Background: an optimization exercise with open tools, aiming at small area. Do not read the settings as production practice.
At most, simulation tests tie the RTL to the original design; equivalence was not proved.
Function not checked in run 1: the RTL went through the layout flow alone.
No activity file was given, so power comes from the tool's default toggle rates.

==> flow/design.v, too long to show whole: its modules and the start of the top module <==
// module mfv: 351 lines
// module mfv_ao22: 14 lines
// module mfv_ao22b: 3 lines
// module mfv_bcd4: 292 lines
// module mfv_fa: 4 lines
// module mfv_ha: 4 lines
// module mfv_rdmux: 447 lines
// module mfv_cvmux: 200 lines
// module mfv_txmux: 62 lines
// module mfv_aoi222: 3 lines
// module mfv_aoi221: 3 lines
// module mfv_aoi22: 3 lines
// module mfv_aoi211: 3 lines
// module mfv_aoi21: 3 lines
// module mfv_nand2: 3 lines
// module mfv_nand3: 3 lines
// module mfv_nand4: 3 lines
// module mfv_nor2: 3 lines
// module mfv_nor3: 3 lines
// module mfv_nor4: 3 lines
// module mfv_or2: 3 lines
// module mfv_or3: 3 lines
// module mfv_or4: 3 lines
// module mfv_inv: 3 lines
module mfv (
    input             clk,
    input             rst,
    input             bus_valid,
    input             bus_write,
    input      [1:0]  bus_size,      
    input      [6:0]  bus_addr,      
    input      [31:0] bus_wdata,
    output reg        resp_valid,
    output reg        resp_err,
    output reg [31:0] resp_rdata,
    output            tx_valid,
    output     [7:0]  tx_data,
    input             tx_ready,
    input             rx_valid,
    input      [7:0]  rx_data,
    output            rx_ready,
    input             rx_timeout
);
  // ...
==> flow/flow/run.sh <==
#!/bin/bash
set -euo pipefail
export BUFFER_PORTS_ARGS="-buffer_cell sky130_fd_sc_hd__buf_1"
export CTS_ARGS="-sink_clustering_enable -repair_clock_nets -dont_use_dummy_load -sink_clustering_size 24 -sink_clustering_max_diameter 120"
bash standard.sh finish > flow_make.log 2>&1
==> flow/standard.sh <==
#!/bin/bash
# synth_recipe.tcl (not shown) runs the flow's synth.tcl, then flattens the netlist and writes it again
# the make line also repeats each setting of config.mk as NAME=value (left out here)
make -C /OpenROAD-flow-scripts/flow DESIGN_CONFIG=/design/flow/config.mk WORK_HOME=/design/flow/orfs CLKGATE_MAP_FILE= SYNTH_SCRIPT=/design/flow/synth_recipe.tcl "${@:-finish}"
==> flow/config.mk <==
export PLATFORM = sky130hd
export DESIGN_NAME = mfv
export DESIGN_NICKNAME = mfv
export VERILOG_FILES = /design/flow/design.v
export SDC_FILE = /design/flow/constraint.sdc
export NUM_CORES = 4
export LEC_CHECK = 0
export CAP_MARGIN = 20
export CORE_MARGIN = 2
export CORE_UTILIZATION = 40
export CTS_CLUSTER_DIAMETER = 120
export CTS_CLUSTER_SIZE = 24
export SLEW_MARGIN = 20
export SYNTH_HIERARCHICAL = 1
==> flow/constraint.sdc <==
create_clock -name core_clock -period 20.0 [get_ports {clk}]
set_input_delay 4.0000 -clock core_clock [delete_from_list [all_inputs] [get_ports {clk}]]
set_output_delay 4.0000 -clock core_clock [all_outputs]
set_load 0.01 [all_outputs]
==> results.sh, run 1 <==
export IMPL_syn_area_sq_mm=0.0275
export IMPL_swShare_pct=26.9
export IMPL_p_total_mw=2.21
export IMPL_n_fill_cell=6337
export IMPL_power_group_top="sequential cells"
export IMPL_min_period_ns=14.78
export IMPL_largest_class="multi-input gates"
export IMPL_place_ws_ns=4.63
export IMPL_critical_path_class="primary input to register"
export IMPL_status="complete, no violations"
export IMPL_power_sequential_mw=1.31
export IMPL_holdPathStages=2
export IMPL_drt_pass1_iterations=13
export IMPL_rsz0062_at_grt="false"
export IMPL_grt_overflow_total=0
export IMPL_grt_pass1_vias=22800
export IMPL_grt_antenna_before_repair=2
export IMPL_worstPathRequired_ns=20.48
export IMPL_bufAreaShareNonClock_pct=2.82
export IMPL_clk_share_pct=2.49
export IMPL_finalNonFillerCells=3437
export IMPL_power_switching_mw=0.596
export IMPL_clkTransAtPathRegs_ns=0.11
export IMPL_die_area_sq_mm=0.0710
export IMPL_path_buf_inv=2
export IMPL_endpoint_kind="register"
export IMPL_slowest_delay_ns=0.62
export IMPL_syn_nets=2603
export IMPL_layout_setup_ws_ns=5.22
export IMPL_tapCellCount=882
export IMPL_setup_tns_ns=0
export IMPL_cts_resized=0
export IMPL_syn_inst=2410
export IMPL_antenna_cells=0
export IMPL_grtUsageMet2_pct=50.8
export IMPL_ant_nets=0
export IMPL_power_density_mw_per_mm2=73.3
export IMPL_grt_max_degree=100
export IMPL_nets=2750
export IMPL_reg2reg_depth=30
export IMPL_regArea_sq_mm=0.0125
export IMPL_combPwrFrac_pct=10.4
export IMPL_root_buffer="clkbuf_16"
export IMPL_ctsHoldBuffers=0
export IMPL_core_area_sq_mm=0.0683
==> module mfv_bcd4, before the edit <==
module mfv_bcd4 (
    input  [31:0] d,
    output [27:0] v
);
    wire w1 = ~d[8];
    wire w2 = ~d[9];
    wire w3 = ~d[10];
    wire w4 = ~d[11];
    wire w5 = ~d[12];
    wire w6 = ~d[13];
    wire w7 = ~d[14];
    wire w8 = ~d[15];
    wire w9 = ~d[16];
    wire w10 = ~d[17];
    wire w11 = ~d[18];
    wire w12 = ~d[19];
    wire w13 = ~d[20];
    wire w14 = ~d[21];
    wire w15 = ~d[22];
    wire w16 = ~d[23];
    wire w17 = ~d[20];
    wire w18 = ~d[21];
    wire w19 = ~d[22];
    wire w20 = ~d[23];
    wire w21 = ~d[24];
    wire w22 = ~d[25];
    wire w23 = ~d[26];
    wire w24 = ~d[27];
    wire w25 = ~d[28];
    wire w26 = ~d[29];
    wire w27 = ~d[30];
    wire w28 = ~d[31];
    wire w29 = ~d[28];
    wire w30 = ~d[29];
    wire w31 = ~d[30];
    wire w32 = ~d[31];
    wire w33 = ~d[28];
    wire w34 = ~d[29];
    wire w35 = ~d[30];
    wire w36 = ~d[31];
    wire w38;
    mfv_ha uw37 (.a(d[1]), .b(d[4]), .s(v[1]), .co(w38));
    wire w39, w40;
    mfv_fa uw39 (.a(d[2]), .b(d[5]), .c(d[8]), .s(w39), .co(w40));
    wire w42;
    mfv_ha uw41 (.a(w38), .b(w39), .s(v[2]), .co(w42));
    wire w43, w44;
    mfv_fa uw43 (.a(d[3]), .b(d[6]), .c(d[4]), .s(w43), .co(w44));
    wire w45, w46;
    mfv_fa uw45 (.a(d[9]), .b(d[12]), .c(w40), .s(w45), .co(w46));
    wire w48;
    mfv_fa uw47 (.a(w43), .b(w42), .c(w45), .s(v[3]), .co(w48));
    wire w49, w50;
    mfv_fa uw49 (.a(d[7]), .b(d[5]), .c(d[10]), .s(w49), .co(w50));
    wire w51, w52;
    mfv_fa uw51 (.a(d[13]), .b(d[16]), .c(w44), .s(w51), .co(w52));
    wire w53, w54;
    mfv_fa uw53 (.a(w49), .b(w46), .c(w51), .s(w53), .co(w54));
    wire w56;
    mfv_ha uw55 (.a(w48), .b(w53), .s(v[4]), .co(w56));
    wire w57, w58;
    mfv_fa uw57 (.a(d[6]), .b(d[11]), .c(d[14]), .s(w57), .co(w58));
    wire w59, w60;
    mfv_fa uw59 (.a(d[17]), .b(d[20]), .c(w1), .s(w59), .co(w60));
    wire w61, w62;
    mfv_fa uw61 (.a(w5), .b(w50), .c(w57), .s(w61), .co(w62));
    wire w63, w64;
    mfv_fa uw63 (.a(w59), .b(w52), .c(w61), .s(w63), .co(w64));
    wire w66;
    mfv_fa uw65 (.a(w54), .b(w63), .c(w56), .s(v[5]), .co(w66));
    wire w67 = ~(d[7] ^ d[15]);
    wire w68 = d[7] | d[15];
    wire w69, w70;
    mfv_fa uw69 (.a(d[18]), .b(d[21]), .c(d[24]), .s(w69), .co(w70));
    wire w71, w72;
    mfv_fa uw71 (.a(w2), .b(w6), .c(w67), .s(w71), .co(w72));
    wire w73, w74;
    mfv_fa uw73 (.a(w58), .b(w60), .c(w69), .s(w73), .co(w74));
    wire w75, w76;
    mfv_fa uw75 (.a(w71), .b(w62), .c(w73), .s(w75), .co(w76));
    wire w78;
    mfv_fa uw77 (.a(w64), .b(w75), .c(w66), .s(v[6]), .co(w78));
    wire w79, w80;
    mfv_fa uw79 (.a(d[8]), .b(d[19]), .c(d[22]), .s(w79), .co(w80));
    wire w81, w82;
    mfv_fa uw81 (.a(d[20]), .b(d[25]), .c(d[28]), .s(w81), .co(w82));
    wire w83, w84;
    mfv_fa uw83 (.a(w3), .b(w7), .c(w68), .s(w83), .co(w84));
    wire w85, w86;
    mfv_fa uw85 (.a(w70), .b(w79), .c(w81), .s(w85), .co(w86));
    wire w87, w88;
    mfv_fa uw87 (.a(w72), .b(w83), .c(w74), .s(w87), .co(w88));
    wire w89, w90;
    mfv_fa uw89 (.a(w85), .b(w76), .c(w87), .s(w89), .co(w90));
    wire w92;
    mfv_ha uw91 (.a(w89), .b(w78), .s(v[7]), .co(w92));
    wire w93 = ~(d[9] ^ d[23]);
    wire w94 = d[9] | d[23];
    wire w95, w96;
    mfv_fa uw95 (.a(d[21]), .b(d[26]), .c(d[29]), .s(w95), .co(w96));
    wire w97, w98;
    mfv_fa uw97 (.a(w4), .b(w8), .c(w9), .s(w97), .co(w98));
    wire w99, w100;
    mfv_fa uw99 (.a(w93), .b(w80), .c(w82), .s(w99), .co(w100));
    wire w101, w102;
    mfv_fa uw101 (.a(w95), .b(w97), .c(w84), .s(w101), .co(w102));
    wire w103, w104;
    mfv_fa uw103 (.a(w86), .b(w99), .c(w101), .s(w103), .co(w104));
    wire w105, w106;
    mfv_fa uw105 (.a(w88), .b(w103), .c(w90), .s(w105), .co(w106));
    wire w108;
    mfv_ha uw107 (.a(w105), .b(w92), .s(v[8]), .co(w108));
    wire w109, w110;
    mfv_fa uw109 (.a(d[10]), .b(d[22]), .c(d[27]), .s(w109), .co(w110));
    wire w111, w112;
    mfv_fa uw111 (.a(d[24]), .b(d[30]), .c(w10), .s(w111), .co(w112));
    wire w113, w114;
    mfv_fa uw113 (.a(w13), .b(w25), .c(w94), .s(w113), .co(w114));
    wire w115, w116;
    mfv_fa uw115 (.a(w96), .b(w98), .c(w109), .s(w115), .co(w116));
    wire w117, w118;
    mfv_fa uw117 (.a(w111), .b(w113), .c(w100), .s(w117), .co(w118));
    wire w119, w120;
    mfv_fa uw119 (.a(w115), .b(w102), .c(w117), .s(w119), .co(w120));
    wire w121, w122;
    mfv_fa uw121 (.a(w104), .b(w119), .c(w106), .s(w121), .co(w122));
    wire w124;
    mfv_ha uw123 (.a(w121), .b(w108), .s(v[9]), .co(w124));
    wire w125, w126;
    mfv_fa uw125 (.a(d[11]), .b(d[12]), .c(d[23]), .s(w125), .co(w126));
    wire w127, w128;
    mfv_fa uw127 (.a(d[25]), .b(d[31]), .c(w11), .s(w127), .co(w128));
    wire w129, w130;
    mfv_fa uw129 (.a(w14), .b(w26), .c(w110), .s(w129), .co(w130));
    wire w131, w132;
    mfv_fa uw131 (.a(w112), .b(w125), .c(w127), .s(w131), .co(w132));
    wire w133, w134;
    mfv_fa uw133 (.a(w114), .b(w116), .c(w129), .s(w133), .co(w134));
    wire w135, w136;
    mfv_fa uw135 (.a(w131), .b(w118), .c(w133), .s(w135), .co(w136));
    wire w137, w138;
    mfv_fa uw137 (.a(w120), .b(w135), .c(w122), .s(w137), .co(w138));
    wire w140;
    mfv_ha uw139 (.a(w124), .b(w137), .s(v[10]), .co(w140));
    wire w141 = ~(d[13] ^ d[16]);
    wire w142 = d[13] | d[16];
    wire w143, w144;
    mfv_fa uw143 (.a(d[20]), .b(d[26]), .c(w12), .s(w143), .co(w144));
    wire w145, w146;
    mfv_fa uw145 (.a(w15), .b(w27), .c(w29), .s(w145), .co(w146));
    wire w147, w148;
    mfv_fa uw147 (.a(w141), .b(w126), .c(w128), .s(w147), .co(w148));
    wire w149, w150;
    mfv_fa uw149 (.a(w143), .b(w145), .c(w130), .s(w149), .co(w150));
    wire w151, w152;
    mfv_fa uw151 (.a(w132), .b(w147), .c(w134), .s(w151), .co(w152));
    wire w153, w154;
    mfv_fa uw153 (.a(w149), .b(w151), .c(w136), .s(w153), .co(w154));
    wire w156;
    mfv_fa uw155 (.a(w153), .b(w138), .c(w140), .s(v[11]), .co(w156));
    wire w157 = ~(d[14] ^ d[17]);
    wire w158 = d[14] | d[17];
    wire w159, w160;
    mfv_fa uw159 (.a(d[21]), .b(d[27]), .c(w16), .s(w159), .co(w160));
    wire w161, w162;
    mfv_fa uw161 (.a(w28), .b(w30), .c(w142), .s(w161), .co(w162));
    wire w163, w164;
    mfv_fa uw163 (.a(w157), .b(w144), .c(w146), .s(w163), .co(w164));
    wire w165, w166;
    mfv_fa uw165 (.a(w159), .b(w161), .c(w148), .s(w165), .co(w166));
    wire w167, w168;
    mfv_fa uw167 (.a(w163), .b(w150), .c(w165), .s(w167), .co(w168));
    wire w169, w170;
    mfv_fa uw169 (.a(w152), .b(w167), .c(w154), .s(w169), .co(w170));
    wire w172;
    mfv_ha uw171 (.a(w169), .b(w156), .s(v[12]), .co(w172));
    wire w173 = ~(d[15] ^ d[18]);
    wire w174 = d[15] | d[18];
    wire w175, w176;
    mfv_fa uw175 (.a(d[16]), .b(d[22]), .c(d[28]), .s(w175), .co(w176));
    wire w177, w178;
    mfv_fa uw177 (.a(w31), .b(w158), .c(w173), .s(w177), .co(w178));
    wire w179, w180;
    mfv_fa uw179 (.a(w160), .b(w175), .c(w162), .s(w179), .co(w180));
    wire w181, w182;
    mfv_fa uw181 (.a(w177), .b(w164), .c(w179), .s(w181), .co(w182));
    wire w183, w184;
    mfv_fa uw183 (.a(w166), .b(w181), .c(w168), .s(w183), .co(w184));
    wire w186;
    mfv_fa uw185 (.a(w183), .b(w170), .c(w172), .s(v[13]), .co(w186));
    wire w187, w188;
    mfv_fa uw187 (.a(d[19]), .b(d[17]), .c(d[23]), .s(w187), .co(w188));
    wire w189, w190;
    mfv_fa uw189 (.a(d[24]), .b(d[29]), .c(w32), .s(w189), .co(w190));
    wire w191, w192;
    mfv_fa uw191 (.a(w174), .b(w176), .c(w187), .s(w191), .co(w192));
    wire w193, w194;
    mfv_fa uw193 (.a(w189), .b(w178), .c(w191), .s(w193), .co(w194));
    wire w195, w196;
    mfv_fa uw195 (.a(w180), .b(w193), .c(w182), .s(w195), .co(w196));
    wire w198;
    mfv_fa uw197 (.a(w195), .b(w184), .c(w186), .s(v[14]), .co(w198));
    wire w199 = ~(d[18] ^ d[25]);
    wire w200 = d[18] | d[25];
    wire w201, w202;
    mfv_fa uw201 (.a(d[30]), .b(d[28]), .c(w17), .s(w201), .co(w202));
    wire w203, w204;
    mfv_fa uw203 (.a(w199), .b(w188), .c(w190), .s(w203), .co(w204));
    wire w205, w206;
    mfv_fa uw205 (.a(w201), .b(w192), .c(w203), .s(w205), .co(w206));
    wire w207, w208;
    mfv_fa uw207 (.a(w194), .b(w205), .c(w196), .s(w207), .co(w208));
    wire w210;
    mfv_ha uw209 (.a(w207), .b(w198), .s(v[15]), .co(w210));
    wire w211, w212;
    mfv_fa uw211 (.a(d[19]), .b(d[26]), .c(d[31]), .s(w211), .co(w212));
    wire w213, w214;
    mfv_fa uw213 (.a(d[29]), .b(w18), .c(w21), .s(w213), .co(w214));
    wire w215, w216;
    mfv_fa uw215 (.a(w200), .b(w202), .c(w211), .s(w215), .co(w216));
    wire w217, w218;
    mfv_fa uw217 (.a(w213), .b(w204), .c(w215), .s(w217), .co(w218));
    wire w219, w220;
    mfv_fa uw219 (.a(w206), .b(w217), .c(w208), .s(w219), .co(w220));
    wire w222;
    mfv_ha uw221 (.a(w219), .b(w210), .s(v[16]), .co(w222));
    wire w223, w224;
    mfv_fa uw223 (.a(d[20]), .b(d[27]), .c(d[30]), .s(w223), .co(w224));
    wire w225, w226;
    mfv_fa uw225 (.a(w19), .b(w22), .c(w212), .s(w225), .co(w226));
    wire w227, w228;
    mfv_fa uw227 (.a(w214), .b(w223), .c(w216), .s(w227), .co(w228));
    wire w229, w230;
    mfv_fa uw229 (.a(w225), .b(w218), .c(w227), .s(w229), .co(w230));
    wire w232;
    mfv_fa uw231 (.a(w229), .b(w220), .c(w222), .s(v[17]), .co(w232));
    wire w233, w234;
    mfv_fa uw233 (.a(d[21]), .b(d[31]), .c(w20), .s(w233), .co(w234));
    wire w235, w236;
    mfv_fa uw235 (.a(w23), .b(w224), .c(w233), .s(w235), .co(w236));
    wire w237, w238;
    mfv_fa uw237 (.a(w226), .b(w235), .c(w228), .s(w237), .co(w238));
    wire w240;
    mfv_fa uw239 (.a(w237), .b(w230), .c(w232), .s(v[18]), .co(w240));
    wire w241, w242;
    mfv_fa uw241 (.a(d[22]), .b(w24), .c(w33), .s(w241), .co(w242));
    wire w243, w244;
    mfv_fa uw243 (.a(w234), .b(w241), .c(w236), .s(w243), .co(w244));
    wire w246;
    mfv_fa uw245 (.a(w243), .b(w238), .c(w240), .s(v[19]), .co(w246));
    wire w247 = ~(d[23] ^ d[24]);
    wire w248 = d[23] | d[24];
    wire w249, w250;
    mfv_fa uw249 (.a(w34), .b(w247), .c(w242), .s(w249), .co(w250));
    wire w252;
    mfv_fa uw251 (.a(w249), .b(w244), .c(w246), .s(v[20]), .co(w252));
    wire w253 = ~(d[25] ^ d[28]);
    wire w254 = d[25] | d[28];
    wire w255, w256;
    mfv_fa uw255 (.a(w35), .b(w248), .c(w253), .s(w255), .co(w256));
    wire w258;
    mfv_fa uw257 (.a(w255), .b(w250), .c(w252), .s(v[21]), .co(w258));
    wire w259 = ~(d[26] ^ d[29]);
    wire w260 = d[26] | d[29];
    wire w261, w262;
    mfv_fa uw261 (.a(w36), .b(w254), .c(w259), .s(w261), .co(w262));
    wire w264;
    mfv_fa uw263 (.a(w256), .b(w261), .c(w258), .s(v[22]), .co(w264));
    wire w265, w266;
    mfv_fa uw265 (.a(d[27]), .b(d[30]), .c(d[28]), .s(w265), .co(w266));
    wire w267, w268;
    mfv_fa uw267 (.a(w260), .b(w265), .c(w262), .s(w267), .co(w268));
    wire w270;
    mfv_ha uw269 (.a(w267), .b(w264), .s(v[23]), .co(w270));
    wire w271 = ~(d[31] ^ d[29]);
    wire w272 = d[31] | d[29];
    wire w273, w274;
    mfv_fa uw273 (.a(w271), .b(w266), .c(w268), .s(w273), .co(w274));
    wire w276;
    mfv_ha uw275 (.a(w273), .b(w270), .s(v[24]), .co(w276));
    wire w277 = ~(d[30] ^ w272);
    wire w278 = d[30] | w272;
    wire w280;
    mfv_fa uw279 (.a(w277), .b(w274), .c(w276), .s(v[25]), .co(w280));
    wire w281 = ~(d[31] ^ w278);
    wire w282 = d[31] | w278;
    wire w284;
    mfv_ha uw283 (.a(w281), .b(w280), .s(v[26]), .co(w284));
    assign v[27] = ~(w282 ^ w284);
    wire w286 = w282 | w284;
    assign v[0] = d[0];
endmodule
==> run 2, diff against run 1 <==
--- a/flow/design.v
+++ b/flow/design.v
@@ -383,140 +383,140 @@
     wire w11 = ~d[18];
     wire w12 = ~d[19];
-    wire w13 = ~d[20];
-    wire w14 = ~d[21];
-    wire w15 = ~d[22];
-    wire w16 = ~d[23];
-    wire w17 = ~d[20];
-    wire w18 = ~d[21];
-    wire w19 = ~d[22];
-    wire w20 = ~d[23];
-    wire w21 = ~d[24];
-    wire w22 = ~d[25];
-    wire w23 = ~d[26];
-    wire w24 = ~d[27];
-    wire w25 = ~d[28];
-    wire w26 = ~d[29];
-    wire w27 = ~d[30];
-    wire w28 = ~d[31];
-    wire w29 = ~d[28];
-    wire w30 = ~d[29];
-    wire w31 = ~d[30];
-    wire w32 = ~d[31];
-    wire w33 = ~d[28];
-    wire w34 = ~d[29];
-    wire w35 = ~d[30];
-    wire w36 = ~d[31];
-    wire w38;
-    mfv_ha uw37 (.a(d[1]), .b(d[4]), .s(v[1]), .co(w38));
+    wire w13 = ~d[24];
+    wire w14 = ~d[25];
+    wire w15 = ~d[26];
+    wire w16 = ~d[27];
+    wire w18;
+    mfv_ha uw17 (.a(d[1]), .b(d[4]), .s(v[1]), .co(w18));
+    wire w19, w20;
+    mfv_fa uw19 (.a(d[2]), .b(d[5]), .c(d[8]), .s(w19), .co(w20));
+    wire w22;
+    mfv_ha uw21 (.a(w18), .b(w19), .s(v[2]), .co(w22));
+    wire w23, w24;
+    mfv_fa uw23 (.a(d[3]), .b(d[6]), .c(d[4]), .s(w23), .co(w24));
+    wire w25, w26;
+    mfv_fa uw25 (.a(d[9]), .b(d[12]), .c(w20), .s(w25), .co(w26));
+    wire w28;
+    mfv_fa uw27 (.a(w23), .b(w22), .c(w25), .s(v[3]), .co(w28));
+    wire w29, w30;
+    mfv_fa uw29 (.a(d[7]), .b(d[5]), .c(d[10]), .s(w29), .co(w30));
+    wire w31, w32;
+    mfv_fa uw31 (.a(d[13]), .b(d[16]), .c(w24), .s(w31), .co(w32));
+    wire w33, w34;
+    mfv_fa uw33 (.a(w29), .b(w26), .c(w31), .s(w33), .co(w34));
+    wire w36;
+    mfv_ha uw35 (.a(w28), .b(w33), .s(v[4]), .co(w36));
+    wire w37, w38;
+    mfv_fa uw37 (.a(d[6]), .b(d[11]), .c(d[14]), .s(w37), .co(w38));
     wire w39, w40;
-    mfv_fa uw39 (.a(d[2]), .b(d[5]), .c(d[8]), .s(w39), .co(w40));
-    wire w42;
-    mfv_ha uw41 (.a(w38), .b(w39), .s(v[2]), .co(w42));
+    mfv_fa uw39 (.a(d[17]), .b(d[20]), .c(w1), .s(w39), .co(w40));
+    wire w41, w42;
+    mfv_fa uw41 (.a(w5), .b(w30), .c(w37), .s(w41), .co(w42));
     wire w43, w44;
-    mfv_fa uw43 (.a(d[3]), .b(d[6]), .c(d[4]), .s(w43), .co(w44));
-    wire w45, w46;
-    mfv_fa uw45 (.a(d[9]), .b(d[12]), .c(w40), .s(w45), .co(w46));
-    wire w48;
-    mfv_fa uw47 (.a(w43), .b(w42), .c(w45), .s(v[3]), .co(w48));
+    mfv_fa uw43 (.a(w39), .b(w32), .c(w41), .s(w43), .co(w44));
+    wire w46;
+    mfv_fa uw45 (.a(w34), .b(w43), .c(w36), .s(v[5]), .co(w46));
+    wire w47 = ~(d[7] ^ d[15]);
+    wire w48 = d[7] | d[15];
     wire w49, w50;
-    mfv_fa uw49 (.a(d[7]), .b(d[5]), .c(d[10]), .s(w49), .co(w50));
+    mfv_fa uw49 (.a(d[18]), .b(d[21]), .c(d[24]), .s(w49), .co(w50));
     wire w51, w52;
-    mfv_fa uw51 (.a(d[13]), .b(d[16]), .c(w44), .s(w51), .co(w52));
+    mfv_fa uw51 (.a(w2), .b(w6), .c(w47), .s(w51), .co(w52));
     wire w53, w54;
-    mfv_fa uw53 (.a(w49), .b(w46), .c(w51), .s(w53), .co(w54));
-    wire w56;
-    mfv_ha uw55 (.a(w48), .b(w53), .s(v[4]), .co(w56));
-    wire w57, w58;
-    mfv_fa uw57 (.a(d[6]), .b(d[11]), .c(d[14]), .s(w57), .co(w58));
+    mfv_fa uw53 (.a(w38), .b(w40), .c(w49), .s(w53), .co(w54));
+    wire w55, w56;
+    mfv_fa uw55 (.a(w51), .b(w42), .c(w53), .s(w55), .co(w56));
+    wire w58;
+    mfv_fa uw57 (.a(w44), .b(w55), .c(w46), .s(v[6]), .co(w58));
     wire w59, w60;
-    mfv_fa uw59 (.a(d[17]), .b(d[20]), .c(w1), .s(w59), .co(w60));
+    mfv_fa uw59 (.a(d[8]), .b(d[19]), .c(d[22]), .s(w59), .co(w60));
     wire w61, w62;
-    mfv_fa uw61 (.a(w5), .b(w50), .c(w57), .s(w61), .co(w62));
+    mfv_fa uw61 (.a(d[20]), .b(d[25]), .c(d[28]), .s(w61), .co(w62));
     wire w63, w64;
-    mfv_fa uw63 (.a(w59), .b(w52), .c(w61), .s(w63), .co(w64));
-    wire w66;
-    mfv_fa uw65 (.a(w54), .b(w63), .c(w56), .s(v[5]), .co(w66));
-    wire w67 = ~(d[7] ^ d[15]);
-    wire w68 = d[7] | d[15];
+    mfv_fa uw63 (.a(w3), .b(w7), .c(w48), .s(w63), .co(w64));
+    wire w65, w66;
+    mfv_fa uw65 (.a(w50), .b(w59), .c(w61), .s(w65), .co(w66));
+    wire w67, w68;
+    mfv_fa uw67 (.a(w52), .b(w63), .c(w54), .s(w67), .co(w68));
     wire w69, w70;
-    mfv_fa uw69 (.a(d[18]), .b(d[21]), .c(d[24]), .s(w69), .co(w70));
-    wire w71, w72;
-    mfv_fa uw71 (.a(w2), .b(w6), .c(w67), .s(w71), .co(w72));
-    wire w73, w74;
-    mfv_fa uw73 (.a(w58), .b(w60), .c(w69), .s(w73), .co(w74));
+    mfv_fa uw69 (.a(w65), .b(w56), .c(w67), .s(w69), .co(w70));
+    wire w72;
+    mfv_ha uw71 (.a(w69), .b(w58), .s(v[7]), .co(w72));
+    wire w73 = ~(d[9] ^ d[23]);
+    wire w74 = d[9] | d[23];
     wire w75, w76;
-    mfv_fa uw75 (.a(w71), .b(w62), .c(w73), .s(w75), .co(w76));
-    wire w78;
-    mfv_fa uw77 (.a(w64), .b(w75), .c(w66), .s(v[6]), .co(w78));
+    mfv_fa uw75 (.a(d[21]), .b(d[26]), .c(d[29]), .s(w75), .co(w76));
+    wire w77, w78;
+    mfv_fa uw77 (.a(w4), .b(w8), .c(w9), .s(w77), .co(w78));
     wire w79, w80;
-    mfv_fa uw79 (.a(d[8]), .b(d[19]), .c(d[22]), .s(w79), .co(w80));
+    mfv_fa uw79 (.a(w73), .b(w60), .c(w62), .s(w79), .co(w80));
     wire w81, w82;
-    mfv_fa uw81 (.a(d[20]), .b(d[25]), .c(d[28]), .s(w81), .co(w82));
+    mfv_fa uw81 (.a(w75), .b(w77), .c(w64), .s(w81), .co(w82));
     wire w83, w84;
-    mfv_fa uw83 (.a(w3), .b(w7), .c(w68), .s(w83), .co(w84));
+    mfv_fa uw83 (.a(w66), .b(w79), .c(w81), .s(w83), .co(w84));
     wire w85, w86;
-    mfv_fa uw85 (.a(w70), .b(w79), .c(w81), .s(w85), .co(w86));
-    wire w87, w88;
-    mfv_fa uw87 (.a(w72), .b(w83), .c(w74), .s(w87), .co(w88));
+    mfv_fa uw85 (.a(w68), .b(w83), .c(w70), .s(w85), .co(w86));
+    wire w88;
+    mfv_ha uw87 (.a(w85), .b(w72), .s(v[8]), .co(w88));
     wire w89, w90;
-    mfv_fa uw89 (.a(w85), .b(w76), .c(w87), .s(w89), .co(w90));
-    wire w92;
-    mfv_ha uw91 (.a(w89), .b(w78), .s(v[7]), .co(w92));
-    wire w93 = ~(d[9] ^ d[23]);
-    wire w94 = d[9] | d[23];
+    mfv_fa uw89 (.a(d[10]), .b(d[22]), .c(d[20]), .s(w89), .co(w90));
+    wire w91, w92;
+    mfv_fa uw91 (.a(d[27]), .b(d[24]), .c(d[30]), .s(w91), .co(w92));
+    wire w93, w94;
+    mfv_fa uw93 (.a(d[28]), .b(w10), .c(w74), .s(w93), .co(w94));
     wire w95, w96;
-    mfv_fa uw95 (.a(d[21]), .b(d[26]), .c(d[29]), .s(w95), .co(w96));
+    mfv_fa uw95 (.a(w76), .b(w78), .c(w89), .s(w95), .co(w96));
     wire w97, w98;
-    mfv_fa uw97 (.a(w4), .b(w8), .c(w9), .s(w97), .co(w98));
+    mfv_fa uw97 (.a(w91), .b(w93), .c(w80), .s(w97), .co(w98));
     wire w99, w100;
-    mfv_fa uw99 (.a(w93), .b(w80), .c(w82), .s(w99), .co(w100));
+    mfv_fa uw99 (.a(w95), .b(w82), .c(w97), .s(w99), .co(w100));
     wire w101, w102;
-    mfv_fa uw101 (.a(w95), .b(w97), .c(w84), .s(w101), .co(w102));
-    wire w103, w104;
-    mfv_fa uw103 (.a(w86), .b(w99), .c(w101), .s(w103), .co(w104));
-    wire w105, w106;
-    mfv_fa uw105 (.a(w88), .b(w103), .c(w90), .s(w105), .co(w106));
-    wire w108;
-    mfv_ha uw107 (.a(w105), .b(w92), .s(v[8]), .co(w108));
+    mfv_fa uw101 (.a(w84), .b(w99), .c(w86), .s(w101), .co(w102));
+    wire w104;
+    mfv_ha uw103 (.a(w101), .b(w88), .s(v[9]), .co(w104));
+    wire w105 = ~(d[11] ^ d[12]);
+    wire w106 = d[11] | d[12];
+    wire w107, w108;
+    mfv_fa uw107 (.a(d[23]), .b(d[21]), .c(d[20]), .s(w107), .co(w108));
     wire w109, w110;
-    mfv_fa uw109 (.a(d[10]), .b(d[22]), .c(d[27]), .s(w109), .co(w110));
+    mfv_fa uw109 (.a(d[25]), .b(d[31]), .c(d[29]), .s(w109), .co(w110));
     wire w111, w112;
-    mfv_fa uw111 (.a(d[24]), .b(d[30]), .c(w10), .s(w111), .co(w112));
+    mfv_fa uw111 (.a(d[28]), .b(w11), .c(w105), .s(w111), .co(w112));
     wire w113, w114;
-    mfv_fa uw113 (.a(w13), .b(w25), .c(w94), .s(w113), .co(w114));
+    mfv_fa uw113 (.a(w90), .b(w92), .c(w107), .s(w113), .co(w114));
     wire w115, w116;
-    mfv_fa uw115 (.a(w96), .b(w98), .c(w109), .s(w115), .co(w116));
+    mfv_fa uw115 (.a(w109), .b(w94), .c(w111), .s(w115), .co(w116));
     wire w117, w118;
-    mfv_fa uw117 (.a(w111), .b(w113), .c(w100), .s(w117), .co(w118));
+    mfv_fa uw117 (.a(w96), .b(w113), .c(w115), .s(w117), .co(w118));
     wire w119, w120;
-    mfv_fa uw119 (.a(w115), .b(w102), .c(w117), .s(w119), .co(w120));
-    wire w121, w122;
-    mfv_fa uw121 (.a(w104), .b(w119), .c(w106), .s(w121), .co(w122));
-    wire w124;
-    mfv_ha uw123 (.a(w121), .b(w108), .s(v[9]), .co(w124));
+    mfv_fa uw119 (.a(w98), .b(w117), .c(w100), .s(w119), .co(w120));
+    wire w122;
+    mfv_fa uw121 (.a(w119), .b(w102), .c(w104), .s(v[10]), .co(w122));
+    wire w123 = ~(d[13] ^ d[16]);
+    wire w124 = d[13] | d[16];
     wire w125, w126;
-    mfv_fa uw125 (.a(d[11]), .b(d[12]), .c(d[23]), .s(w125), .co(w126));
+    mfv_fa uw125 (.a(d[22]), .b(d[21]), .c(d[26]), .s(w125), .co(w126));
     wire w127, w128;
-    mfv_fa uw127 (.a(d[25]), .b(d[31]), .c(w11), .s(w127), .co(w128));
+    mfv_fa uw127 (.a(d[30]), .b(d[29]), .c(w12), .s(w127), .co(w128));
     wire w129, w130;
-    mfv_fa uw129 (.a(w14), .b(w26), .c(w110), .s(w129), .co(w130));
+    mfv_fa uw129 (.a(w106), .b(w123), .c(w108), .s(w129), .co(w130));
     wire w131, w132;
-    mfv_fa uw131 (.a(w112), .b(w125), .c(w127), .s(w131), .co(w132));
+    mfv_fa uw131 (.a(w110), .b(w125), .c(w127), .s(w131), .co(w132));
     wire w133, w134;
-    mfv_fa uw133 (.a(w114), .b(w116), .c(w129), .s(w133), .co(w134));
+    mfv_fa uw133 (.a(w112), .b(w114), .c(w129), .s(w133), .co(w134));
     wire w135, w136;
-    mfv_fa uw135 (.a(w131), .b(w118), .c(w133), .s(w135), .co(w136));
+    mfv_fa uw135 (.a(w131), .b(w116), .c(w133), .s(w135), .co(w136));
     wire w137, w138;
-    mfv_fa uw137 (.a(w120), .b(w135), .c(w122), .s(w137), .co(w138));
+    mfv_fa uw137 (.a(w118), .b(w135), .c(w120), .s(w137), .co(w138));
     wire w140;
-    mfv_ha uw139 (.a(w124), .b(w137), .s(v[10]), .co(w140));
-    wire w141 = ~(d[13] ^ d[16]);
-    wire w142 = d[13] | d[16];
+    mfv_ha uw139 (.a(w137), .b(w122), .s(v[11]), .co(w140));
+    wire w141, w142;
+    mfv_fa uw141 (.a(d[14]), .b(d[17]), .c(d[23]), .s(w141), .co(w142));
     wire w143, w144;
-    mfv_fa uw143 (.a(d[20]), .b(d[26]), .c(w12), .s(w143), .co(w144));
+    mfv_fa uw143 (.a(d[22]), .b(d[27]), .c(d[31]), .s(w143), .co(w144));
     wire w145, w146;
-    mfv_fa uw145 (.a(w15), .b(w27), .c(w29), .s(w145), .co(w146));
+    mfv_fa uw145 (.a(d[30]), .b(d[28]), .c(w124), .s(w145), .co(w146));
     wire w147, w148;
-    mfv_fa uw147 (.a(w141), .b(w126), .c(w128), .s(w147), .co(w148));
+    mfv_fa uw147 (.a(w126), .b(w128), .c(w141), .s(w147), .co(w148));
     wire w149, w150;
     mfv_fa uw149 (.a(w143), .b(w145), .c(w130), .s(w149), .co(w150));
@@ -526,135 +526,117 @@
     mfv_fa uw153 (.a(w149), .b(w151), .c(w136), .s(w153), .co(w154));
     wire w156;
-    mfv_fa uw155 (.a(w153), .b(w138), .c(w140), .s(v[11]), .co(w156));
-    wire w157 = ~(d[14] ^ d[17]);
-    wire w158 = d[14] | d[17];
+    mfv_fa uw155 (.a(w153), .b(w138), .c(w140), .s(v[12]), .co(w156));
+    wire w157 = ~(d[15] ^ d[18]);
+    wire w158 = d[15] | d[18];
     wire w159, w160;
-    mfv_fa uw159 (.a(d[21]), .b(d[27]), .c(w16), .s(w159), .co(w160));
+    mfv_fa uw159 (.a(d[16]), .b(d[23]), .c(d[31]), .s(w159), .co(w160));
     wire w161, w162;
-    mfv_fa uw161 (.a(w28), .b(w30), .c(w142), .s(w161), .co(w162));
+    mfv_fa uw161 (.a(d[29]), .b(w157), .c(w142), .s(w161), .co(w162));
     wire w163, w164;
-    mfv_fa uw163 (.a(w157), .b(w144), .c(w146), .s(w163), .co(w164));
+    mfv_fa uw163 (.a(w144), .b(w159), .c(w146), .s(w163), .co(w164));
     wire w165, w166;
-    mfv_fa uw165 (.a(w159), .b(w161), .c(w148), .s(w165), .co(w166));
+    mfv_fa uw165 (.a(w148), .b(w161), .c(w163), .s(w165), .co(w166));
     wire w167, w168;
-    mfv_fa uw167 (.a(w163), .b(w150), .c(w165), .s(w167), .co(w168));
-    wire w169, w170;
-    mfv_fa uw169 (.a(w152), .b(w167), .c(w154), .s(w169), .co(w170));
-    wire w172;
-    mfv_ha uw171 (.a(w169), .b(w156), .s(v[12]), .co(w172));
-    wire w173 = ~(d[15] ^ d[18]);
-    wire w174 = d[15] | d[18];
+    mfv_fa uw167 (.a(w150), .b(w165), .c(w152), .s(w167), .co(w168));
+    wire w170;
+    mfv_fa uw169 (.a(w154), .b(w167), .c(w156), .s(v[13]), .co(w170));
+    wire w171 = ~(d[19] ^ d[17]);
+    wire w172 = d[19] | d[17];
+    wire w173, w174;
+    mfv_fa uw173 (.a(d[24]), .b(d[30]), .c(w158), .s(w173), .co(w174));
     wire w175, w176;
-    mfv_fa uw175 (.a(d[16]), .b(d[22]), .c(d[28]), .s(w175), .co(w176));
+    mfv_fa uw175 (.a(w171), .b(w160), .c(w173), .s(w175), .co(w176));
     wire w177, w178;
-    mfv_fa uw177 (.a(w31), .b(w158), .c(w173), .s(w177), .co(w178));
+    mfv_fa uw177 (.a(w162), .b(w164), .c(w175), .s(w177), .co(w178));
     wire w179, w180;
-    mfv_fa uw179 (.a(w160), .b(w175), .c(w162), .s(w179), .co(w180));
-    wire w181, w182;
-    mfv_fa uw181 (.a(w177), .b(w164), .c(w179), .s(w181), .co(w182));
-    wire w183, w184;
-    mfv_fa uw183 (.a(w166), .b(w181), .c(w168), .s(w183), .co(w184));
-    wire w186;
-    mfv_fa uw185 (.a(w183), .b(w170), .c(w172), .s(v[13]), .co(w186));
+    mfv_fa uw179 (.a(w166), .b(w177), .c(w168), .s(w179), .co(w180));
+    wire w182;
+    mfv_ha uw181 (.a(w179), .b(w170), .s(v[14]), .co(w182));
+    wire w183 = ~(d[18] ^ d[20]);
+    wire w184 = d[18] | d[20];
+    wire w185, w186;
+    mfv_fa uw185 (.a(d[25]), .b(d[31]), .c(d[28]), .s(w185), .co(w186));
     wire w187, w188;
-    mfv_fa uw187 (.a(d[19]), .b(d[17]), .c(d[23]), .s(w187), .co(w188));
+    mfv_fa uw187 (.a(w172), .b(w183), .c(w185), .s(w187), .co(w188));
     wire w189, w190;
-    mfv_fa uw189 (.a(d[24]), .b(d[29]), .c(w32), .s(w189), .co(w190));
+    mfv_fa uw189 (.a(w174), .b(w187), .c(w176), .s(w189), .co(w190));
     wire w191, w192;
-    mfv_fa uw191 (.a(w174), .b(w176), .c(w187), .s(w191), .co(w192));
-    wire w193, w194;
-    mfv_fa uw193 (.a(w189), .b(w178), .c(w191), .s(w193), .co(w194));
+    mfv_fa uw191 (.a(w178), .b(w189), .c(w180), .s(w191), .co(w192));
+    wire w194;
+    mfv_ha uw193 (.a(w191), .b(w182), .s(v[15]), .co(w194));
     wire w195, w196;
-    mfv_fa uw195 (.a(w180), .b(w193), .c(w182), .s(w195), .co(w196));
-    wire w198;
-    mfv_fa uw197 (.a(w195), .b(w184), .c(w186), .s(v[14]), .co(w198));
-    wire w199 = ~(d[18] ^ d[25]);
-    wire w200 = d[18] | d[25];
+    mfv_fa uw195 (.a(d[19]), .b(d[21]), .c(d[20]), .s(w195), .co(w196));
+    wire w197, w198;
+    mfv_fa uw197 (.a(d[26]), .b(d[29]), .c(w13), .s(w197), .co(w198));
+    wire w199, w200;
+    mfv_fa uw199 (.a(w184), .b(w186), .c(w195), .s(w199), .co(w200));
     wire w201, w202;
-    mfv_fa uw201 (.a(d[30]), .b(d[28]), .c(w17), .s(w201), .co(w202));
+    mfv_fa uw201 (.a(w197), .b(w188), .c(w199), .s(w201), .co(w202));
     wire w203, w204;
-    mfv_fa uw203 (.a(w199), .b(w188), .c(w190), .s(w203), .co(w204));
-    wire w205, w206;
-    mfv_fa uw205 (.a(w201), .b(w192), .c(w203), .s(w205), .co(w206));
+    mfv_fa uw203 (.a(w201), .b(w190), .c(w192), .s(w203), .co(w204));
+    wire w206;
+    mfv_ha uw205 (.a(w203), .b(w194), .s(v[16]), .co(w206));
     wire w207, w208;
-    mfv_fa uw207 (.a(w194), .b(w205), .c(w196), .s(w207), .co(w208));
-    wire w210;
-    mfv_ha uw209 (.a(w207), .b(w198), .s(v[15]), .co(w210));
+    mfv_fa uw207 (.a(d[22]), .b(d[21]), .c(d[27]), .s(w207), .co(w208));
+    wire w209, w210;
+    mfv_fa uw209 (.a(d[30]), .b(w14), .c(w196), .s(w209), .co(w210));
     wire w211, w212;
-    mfv_fa uw211 (.a(d[19]), .b(d[26]), .c(d[31]), .s(w211), .co(w212));
+    mfv_fa uw211 (.a(w198), .b(w207), .c(w200), .s(w211), .co(w212));
     wire w213, w214;
-    mfv_fa uw213 (.a(d[29]), .b(w18), .c(w21), .s(w213), .co(w214));
-    wire w215, w216;
-    mfv_fa uw215 (.a(w200), .b(w202), .c(w211), .s(w215), .co(w216));
+    mfv_fa uw213 (.a(w209), .b(w202), .c(w211), .s(w213), .co(w214));
+    wire w216;
+    mfv_fa uw215 (.a(w213), .b(w204), .c(w206), .s(v[17]), .co(w216));
     wire w217, w218;
-    mfv_fa uw217 (.a(w213), .b(w204), .c(w215), .s(w217), .co(w218));
+    mfv_fa uw217 (.a(d[23]), .b(d[22]), .c(d[31]), .s(w217), .co(w218));
     wire w219, w220;
-    mfv_fa uw219 (.a(w206), .b(w217), .c(w208), .s(w219), .co(w220));
-    wire w222;
-    mfv_ha uw221 (.a(w219), .b(w210), .s(v[16]), .co(w222));
-    wire w223, w224;
-    mfv_fa uw223 (.a(d[20]), .b(d[27]), .c(d[30]), .s(w223), .co(w224));
+    mfv_fa uw219 (.a(w15), .b(w208), .c(w217), .s(w219), .co(w220));
+    wire w221, w222;
+    mfv_fa uw221 (.a(w210), .b(w219), .c(w212), .s(w221), .co(w222));
+    wire w224;
+    mfv_fa uw223 (.a(w221), .b(w214), .c(w216), .s(v[18]), .co(w224));
     wire w225, w226;
-    mfv_fa uw225 (.a(w19), .b(w22), .c(w212), .s(w225), .co(w226));
+    mfv_fa uw225 (.a(d[23]), .b(d[28]), .c(w16), .s(w225), .co(w226));
     wire w227, w228;
-    mfv_fa uw227 (.a(w214), .b(w223), .c(w216), .s(w227), .co(w228));
-    wire w229, w230;
-    mfv_fa uw229 (.a(w225), .b(w218), .c(w227), .s(w229), .co(w230));
-    wire w232;
-    mfv_fa uw231 (.a(w229), .b(w220), .c(w222), .s(v[17]), .co(w232));
+    mfv_fa uw227 (.a(w218), .b(w225), .c(w220), .s(w227), .co(w228));
+    wire w230;
+    mfv_fa uw229 (.a(w227), .b(w222), .c(w224), .s(v[19]), .co(w230));
+    wire w231 = ~(d[24] ^ d[29]);
+    wire w232 = d[24] | d[29];
     wire w233, w234;
-    mfv_fa uw233 (.a(d[21]), .b(d[31]), .c(w20), .s(w233), .co(w234));
-    wire w235, w236;
-    mfv_fa uw235 (.a(w23), .b(w224), .c(w233), .s(w235), .co(w236));
-    wire w237, w238;
-    mfv_fa uw237 (.a(w226), .b(w235), .c(w228), .s(w237), .co(w238));
-    wire w240;
-    mfv_fa uw239 (.a(w237), .b(w230), .c(w232), .s(v[18]), .co(w240));
-    wire w241, w242;
-    mfv_fa uw241 (.a(d[22]), .b(w24), .c(w33), .s(w241), .co(w242));
-    wire w243, w244;
-    mfv_fa uw243 (.a(w234), .b(w241), .c(w236), .s(w243), .co(w244));
-    wire w246;
-    mfv_fa uw245 (.a(w243), .b(w238), .c(w240), .s(v[19]), .co(w246));
-    wire w247 = ~(d[23] ^ d[24]);
-    wire w248 = d[23] | d[24];
-    wire w249, w250;
-    mfv_fa uw249 (.a(w34), .b(w247), .c(w242), .s(w249), .co(w250));
-    wire w252;
-    mfv_fa uw251 (.a(w249), .b(w244), .c(w246), .s(v[20]), .co(w252));
-    wire w253 = ~(d[25] ^ d[28]);
-    wire w254 = d[25] | d[28];
-    wire w255, w256;
-    mfv_fa uw255 (.a(w35), .b(w248), .c(w253), .s(w255), .co(w256));
+    mfv_fa uw233 (.a(d[28]), .b(w231), .c(w226), .s(w233), .co(w234));
+    wire w236;
+    mfv_fa uw235 (.a(w233), .b(w228), .c(w230), .s(v[20]), .co(w236));
+    wire w237 = ~(d[25] ^ d[30]);
+    wire w238 = d[25] | d[30];
+    wire w239, w240;
+    mfv_fa uw239 (.a(d[29]), .b(w232), .c(w237), .s(w239), .co(w240));
+    wire w242;
+    mfv_fa uw241 (.a(w239), .b(w234), .c(w236), .s(v[21]), .co(w242));
+    wire w243 = ~(d[26] ^ d[31]);
+    wire w244 = d[26] | d[31];
+    wire w245, w246;
+    mfv_fa uw245 (.a(d[30]), .b(w238), .c(w243), .s(w245), .co(w246));
+    wire w248;
+    mfv_fa uw247 (.a(w240), .b(w245), .c(w242), .s(v[22]), .co(w248));
+    wire w249 = ~(d[27] ^ d[31]);
+    wire w250 = d[27] | d[31];
+    wire w251, w252;
+    mfv_fa uw251 (.a(d[28]), .b(w244), .c(w249), .s(w251), .co(w252));
+    wire w254;
+    mfv_fa uw253 (.a(w246), .b(w251), .c(w248), .s(v[23]), .co(w254));
+    wire w255 = ~(d[29] ^ w250);
+    wire w256 = d[29] | w250;
     wire w258;
-    mfv_fa uw257 (.a(w255), .b(w250), .c(w252), .s(v[21]), .co(w258));
-    wire w259 = ~(d[26] ^ d[29]);
-    wire w260 = d[26] | d[29];
-    wire w261, w262;
-    mfv_fa uw261 (.a(w36), .b(w254), .c(w259), .s(w261), .co(w262));
-    wire w264;
-    mfv_fa uw263 (.a(w256), .b(w261), .c(w258), .s(v[22]), .co(w264));
-    wire w265, w266;
-    mfv_fa uw265 (.a(d[27]), .b(d[30]), .c(d[28]), .s(w265), .co(w266));
-    wire w267, w268;
-    mfv_fa uw267 (.a(w260), .b(w265), .c(w262), .s(w267), .co(w268));
-    wire w270;
-    mfv_ha uw269 (.a(w267), .b(w264), .s(v[23]), .co(w270));
-    wire w271 = ~(d[31] ^ d[29]);
-    wire w272 = d[31] | d[29];
-    wire w273, w274;
-    mfv_fa uw273 (.a(w271), .b(w266), .c(w268), .s(w273), .co(w274));
-    wire w276;
-    mfv_ha uw275 (.a(w273), .b(w270), .s(v[24]), .co(w276));
-    wire w277 = ~(d[30] ^ w272);
-    wire w278 = d[30] | w272;
-    wire w280;
-    mfv_fa uw279 (.a(w277), .b(w274), .c(w276), .s(v[25]), .co(w280));
-    wire w281 = ~(d[31] ^ w278);
-    wire w282 = d[31] | w278;
-    wire w284;
-    mfv_ha uw283 (.a(w281), .b(w280), .s(v[26]), .co(w284));
-    assign v[27] = ~(w282 ^ w284);
-    wire w286 = w282 | w284;
+    mfv_fa uw257 (.a(w255), .b(w252), .c(w254), .s(v[24]), .co(w258));
+    wire w259 = ~(d[30] ^ w256);
+    wire w260 = d[30] | w256;
+    wire w262;
+    mfv_ha uw261 (.a(w259), .b(w258), .s(v[25]), .co(w262));
+    wire w263 = ~(d[31] ^ w260);
+    wire w264 = d[31] | w260;
+    wire w266;
+    mfv_ha uw265 (.a(w263), .b(w262), .s(v[26]), .co(w266));
+    assign v[27] = ~(w264 ^ w266);
+    wire w268 = w264 | w266;
     assign v[0] = d[0];
 endmodule
==> flow/run.sh (new file) <==
#!/bin/bash
# synth_recipe.tcl (not shown) runs the flow's synth.tcl, then flattens the netlist and writes it again
# the make line also repeats each setting of config.mk as NAME=value (left out here)
make -C /OpenROAD-flow-scripts/flow DESIGN_CONFIG=/design/flow/config.mk WORK_HOME=/design/flow/orfs CLKGATE_MAP_FILE= SYNTH_SCRIPT=/design/flow/synth_recipe.tcl finish
removed: flow/flow/run.sh
removed: flow/standard.sh
==> results.sh, run 2 <==
export IMPL_status="complete, no violations"
export IMPL_syn_inst=2409
export IMPL_path_max_fanout=25
export IMPL_clock_latency_ns=0.67
export IMPL_hp_class="register to register"
export IMPL_setup_tns_ns=0
export IMPL_layout_setup_ws_ns=4.72
export IMPL_largest_reg_flops=184
export IMPL_drt_wl_total_um=125000
export IMPL_r2r_slack_ns=9.42
export IMPL_core_area_sq_mm=0.0675
export IMPL_cts_tree="done"
export IMPL_avgSynthCellArea_sq_um=11.4
export IMPL_grt_pass1_vias=22400
export IMPL_cts_resized=0
export IMPL_p_leak_nw=11.6
export IMPL_die_h_um=266
export IMPL_fin_crit_sh_pct=76.4
export IMPL_grt_max_degree=87
export IMPL_globalplace_congestion=0.975
export IMPL_place_ws_ns=4.15
export IMPL_slowest_delay_ns=0.74
export IMPL_die_area_sq_mm=0.0705
export IMPL_regArea_sq_mm=0.0125
export IMPL_clk_path_buf_depth=3
export IMPL_n_fill_cell=6294
export IMPL_nets=2753
export IMPL_syn_area_sq_mm=0.0274
export IMPL_fp_row_count=95
export IMPL_clkTransAtPathRegs_ns=0.10
export IMPL_ys_warnings_count=7
export IMPL_ant_nets=0
export IMPL_power_density_mw_per_mm2=66.3
export IMPL_cts_buffers=30
export IMPL_worstSetupStartpointType="primary input"
export IMPL_root_buffer="clkbuf_16"
export IMPL_crit_path_top_delay_cell="clkdlybuf4s50_1"
export IMPL_multi_input_area_sq_mm=0.0146
export IMPL_drt_pass1_iterations=11
export IMPL_drtIter0Drc=4558
export IMPL_boundaryPins=100
export IMPL_grt_pass1_wl_um=176000
export IMPL_min_period_ns=15.28
export IMPL_cts_sinks=625
export IMPL_io_buffers=99
export IMPL_largest_register="rxbuf"
export IMPL_p_total_mw=2.04
export IMPL_rsz0062_at_grt="false"
export IMPL_critical_path_class="primary input to register"
export IMPL_worst_slew_pin_transition_ns=1.23
export IMPL_drv_cap=0
export IMPL_syn_to_final_growth_pct=12.2
export IMPL_htree_levels=1
export IMPL_slew_headroom_pct=18.2
export IMPL_drc=0
export IMPL_syn_nets=2603
export IMPL_crit_arrival_ns=15.82
export IMPL_critPathMostFrequentCell="fa_1"
export IMPL_finalHoldViolCount=0
export IMPL_top_regs="rxbuf (184), eng_raw (128), cur_raw (56)"
export IMPL_final_cell_mix="dfxtp_1, a22o_1, a222oi_1, nand2_1"
export IMPL_endpoint_kind="register"
export IMPL_drive_gt1_share_pct=8.08
export IMPL_worstPathRequired_ns=20.54
export IMPL_antenna_cells=0
export IMPL_layout_cells_most_common="dfxtp_1"
export IMPL_vias_per_cell=6.97
export IMPL_grt_use_total_pct=34.7
export IMPL_dpl_hpwl_um=93000
export IMPL_vdd_drop_max_mv=0.0761
export IMPL_grt_antenna_before_repair=3
export IMPL_grt_overflow_total=0
export IMPL_wl_per_cell_um=36.5
export IMPL_final_setup_viol_count=0
export IMPL_dr_total_vias=23900
export IMPL_initial_core_util_pct=40.5
export IMPL_fmax_mhz=65.4
export IMPL_die_x_um=266
export IMPL_fin_skew_ns=0.0417
export IMPL_ctsHoldBuffers=0
export IMPL_drv_slew=0
export IMPL_cts_setup_buffers=0
## run 2: where the power goes
| group | leakage [nW] | total [mW] | switching, mW | internal [mW] |
|---|---|---|---|---|
| registers | 5.03 | 1.25 | 0.00129 | 1.24 |
| logic | 6.16 | 0.0956 | 0.0720 | 0.0236 |
| clock network | 0.398 | 0.697 | 0.423 | 0.274 |
## run 2: worst paths after layout
kind	start	end	cells after the start
hold / removal	eng_raw[40]$_DFF_P_	eng_raw[40]$_DFF_P_	1
setup / recovery	bus_addr[3]	resp_rdata[27]$_SDFF_PP0_	34
setup reg to reg	bcd_raw[21]$_DFF_P_	resp_rdata[27]$_SDFF_PP0_	30
hold reg to reg	eng_raw[40]$_DFF_P_	eng_raw[40]$_DFF_P_	1
## run 2: layout make-up
type	instances	area share [%]
multi-input cells	1660	47.4
flip-flops and latches	625	40.7
repair buffers	164	4.71
well taps	873	3.56
clock buffers	31	2.46
inverters	78	0.953
clock inverters	4	0.187
## run 2: metrics by stage
step | hold WS [ns] | util [%] | area (sq um) | cells
finish | 0.481 | 45.5 | 30700 | 3435
global route | 0.489 | 45.5 | 30700 | 3435
CTS | 0.481 | 45.5 | 30700 | 3434
detailed placement | 0.455 | 44.3 | 29900 | 3399
global placement | 0.451 | 44.3 | 29900 | 3398
floorplan | 0.431 | - | 27400 | 2409
## run 2: per-layer routing
layer | global-route usage [%] | vias to the layer above | share of wire, %
li1 | - | 9941 | -
met1 | 49.0 | 12000 | 41
met2 | 49.7 | 1690 | 42
met3 | 9.16 | 257 | 12
met4 | 15.0 | 0 | 5.1
met5 | 0 | - | 0
## run 2: worst max-delay path, delay by kind of cell
kind                     cells  cell delay [ns]
adder cells (fa/ha/maj)     24             8.56
AND/OR/NAND/NOR              5             1.46
buffers and inverters        2             1.20
AO/OA/AOI/OAI                2             0.44
XOR/XNOR                     1             0.14
==> run 3, diff against run 2 <==
==> flow/flow/run.sh (new file) <==
#!/bin/bash
set -euo pipefail
export BUFFER_PORTS_ARGS="-buffer_cell sky130_fd_sc_hd__buf_1"
export CTS_ARGS="-sink_clustering_enable -repair_clock_nets -dont_use_dummy_load -sink_clustering_size 24 -sink_clustering_max_diameter 120"
bash standard.sh finish > flow_make.log 2>&1
==> flow/standard.sh (new file) <==
#!/bin/bash
# synth_recipe.tcl (not shown) runs the flow's synth.tcl, then flattens the netlist and writes it again
# the make line also repeats each setting of config.mk as NAME=value (left out here)
make -C /OpenROAD-flow-scripts/flow DESIGN_CONFIG=/design/flow/config.mk WORK_HOME=/design/flow/orfs CLKGATE_MAP_FILE= SYNTH_SCRIPT=/design/flow/synth_recipe.tcl "${@:-finish}"
removed: flow/run.sh
==> results.sh, run 3 <==
export IMPL_drv_slew=0
export IMPL_antenna_cells=0
export IMPL_regArea_sq_mm=0.0125
export IMPL_dpl_hpwl_um=91600
export IMPL_fin_skew_ns=0.0396
export IMPL_clkTransAtPathRegs_ns=0.10
export IMPL_syn_area_sq_mm=0.0274
export IMPL_grt_max_degree=96
export IMPL_cts_buffers=31
export IMPL_clk_path_buf_depth=3
export IMPL_root_buffer="clkbuf_16"
export IMPL_maxUsedRoutingLayer="met5"
export IMPL_ant_nets=0
export IMPL_fin_crit_sh_pct=75.1
export IMPL_final_setup_viol_count=0
export IMPL_syn_to_final_growth_pct=9.79
export IMPL_worstSetupStartpointType="primary input"
export IMPL_worstPathRequired_ns=20.51
export IMPL_finalNonFillerCells=3422
export IMPL_grt_pass1_vias=22000
export IMPL_hp_class="register to register"
export IMPL_power_density_mw_per_mm2=67.3
export IMPL_largest_reg_flops=184
export IMPL_drt_pass1_iterations=10
export IMPL_core_area_sq_mm=0.0675
export IMPL_crit_path_top_delay_cell="fa_1"
export IMPL_finalHoldViolCount=0
export IMPL_drtIter0Drc=4838
export IMPL_status="complete, no violations"
export IMPL_layout_cells_most_common="dfxtp_1"
export IMPL_die_h_um=266
export IMPL_drt_wl_total_um=124000
export IMPL_fmax_mhz=66.6
export IMPL_cts_sinks=625
export IMPL_dr_wl_met2_um=51500
export IMPL_worst_slew_pin_transition_ns=1.21
export IMPL_setup_tns_ns=0
export IMPL_io_buffers=99
export IMPL_die_x_um=266
export IMPL_path_max_fanout=32
export IMPL_avgSynthCellArea_sq_um=11.4
export IMPL_crit_arrival_ns=15.53
export IMPL_ctsHoldBuffers=0
export IMPL_drc=0
export IMPL_drive_gt1_share_pct=7.81
export IMPL_syn_nets=2603
export IMPL_dp_cells=3391
export IMPL_cts_setup_buffers=0
export IMPL_boundaryPins=100
export IMPL_post_route_util_pct=44.5
export IMPL_grt_overflow_total=0
export IMPL_vdd_drop_max_mv=0.0665
export IMPL_slew_headroom_pct=19.1
export IMPL_cts_resized=0
export IMPL_critical_path_class="primary input to register"
export IMPL_clock_latency_ns=0.65
export IMPL_top_regs="rxbuf (184), eng_raw (128), cur_raw (56)"
export IMPL_min_period_ns=15.01
export IMPL_largest_register="rxbuf"
export IMPL_n_fill_cell=6277
export IMPL_ys_warnings_count=7
export IMPL_fin_hold_ws_ns=0.480
export IMPL_nets=2745
export IMPL_htree_levels=1
export IMPL_grt_pass1_wl_um=174000
export IMPL_die_area_sq_mm=0.0705
export IMPL_grt_use_total_pct=34.2
export IMPL_multi_input_area_sq_mm=0.0146
export IMPL_critPathMostFrequentCell="fa_1"
export IMPL_rsz0062_at_grt="false"
export IMPL_wl_met3_um=15200
export IMPL_wl_per_cell_um=36.3
export IMPL_cts_tree="done"
export IMPL_p_leak_nw=11.3
export IMPL_fp_row_count=95
export IMPL_dr_total_vias=23900
export IMPL_met1Wirelength_um=50700
export IMPL_slowest_delay_ns=0.66
export IMPL_vias_per_cell=6.98
export IMPL_initial_core_util_pct=40.5
export IMPL_endpoint_kind="register"
export IMPL_final_cell_mix="dfxtp_1, a22o_1, a222oi_1, nand2_1"
export IMPL_syn_inst=2409
export IMPL_globalplace_congestion=0.976
export IMPL_grt_antenna_before_repair=4
export IMPL_drv_cap=0
run 3: per-stage QoR:
| step | cell area [sq um] | setup slack, ns | power, mW |
|---|---|---|---|
| 3_5_place_dp | 29300 | 4.26 | 1.36 |
| 6_report | 30100 | 4.99 | 2.02 |
| 3_3_place_gp | 29300 | 4.55 | 1.36 |
| 5_1_grt | 30100 | 4.71 | 2.06 |
| 4_1_cts | 30000 | 4.96 | 2.02 |
| 2_1_floorplan | 27400 | 4.50 | 1.31 |
run 3: cell type report:
cell class | count | area share (%)
sequential | 625 | 41.6
inverter | 78 | 0.974
tap | 873 | 3.63
multi-input combinational | 1660 | 48.5
clock buffer | 31 | 2.58
timing repair buffer | 155 | 2.69
run 3: report_power, final:
| group | internal [mW] | switching [mW] |
|---|---|---|
| Combinational | 0.0162 | 0.0723 |
| Sequential | 1.24 | 0.00131 |
| Clock | 0.275 | 0.412 |
run 3: critical path: cells and delay by family:
kind | cells | cell delay [ns]
adder cells (fa/ha/maj) | 24 | 8.67
AND/OR/NAND/NOR | 5 | 1.24
buffers and inverters | 2 | 0.72
AO/OA/AOI/OAI | 2 | 0.70
XOR/XNOR | 1 | 0.14
run 3: worst paths after layout:
check / from / slack, ns / endpoint / cells past startpoint
worst min-delay path: eng_raw[24]$_DFF_P_ / 0.48 / eng_raw[24]$_DFF_P_ / 1
worst min register to register: eng_raw[24]$_DFF_P_ / 0.48 / eng_raw[24]$_DFF_P_ / 1
worst max-delay path: bus_addr[2] / 4.99 / resp_rdata[27]$_SDFF_PP0_ / 34
worst max register to register: bcd_raw[21]$_DFF_P_ / 9.40 / resp_rdata[27]$_SDFF_PP0_ / 30
run 3: per-layer routing:
metal  track usage (%)  vias to the layer above
met5                 0                        -
met4              15.8                        2
met3              8.44                      240
li1                  -                     9921
met2              49.4                     1705
met1              48.1                    12000

-- separate check: timing with driven ports --
In the flow no input, the clock included, has a driving cell. The finished layouts below were timed again as built, in two steps.
Step 1 sets driving cells, clkbuf_16 on the clock port and buf_2 on the other inputs (assumed; they add their load-dependent delay and slew).
Step 2 also shifts input and output timing later by t, the mid clock arrival at the registers, as if the neighbouring blocks saw the same clock.
Slacks: ideal / step 1 / step 2; pairs: ideal / step 1.
| run | shift t [ns] | setup WS [ns] | worst setup path at the end | latest minus earliest clock arrival (ns) | worst register clock-pin slew, ns |
|---|---|---|---|---|---|
| run 1 | 0.689 | 5.225 / 5.250 / 4.561 | input to register | 0.074 / 0.074 | 0.11 / 0.11 |
| run 2 | 0.710 | 4.720 / 4.761 / 4.051 | input to register | 0.043 / 0.043 | 0.11 / 0.11 |
| run 3 | 0.686 | 4.987 / 5.023 / 4.337 | input to register | 0.044 / 0.044 | 0.11 / 0.11 |
After both steps setup and hold are still met in every run listed. The setup slack of run 2, which loses most, moves by +0.041 ns with the drivers and by -0.669 ns with both steps.
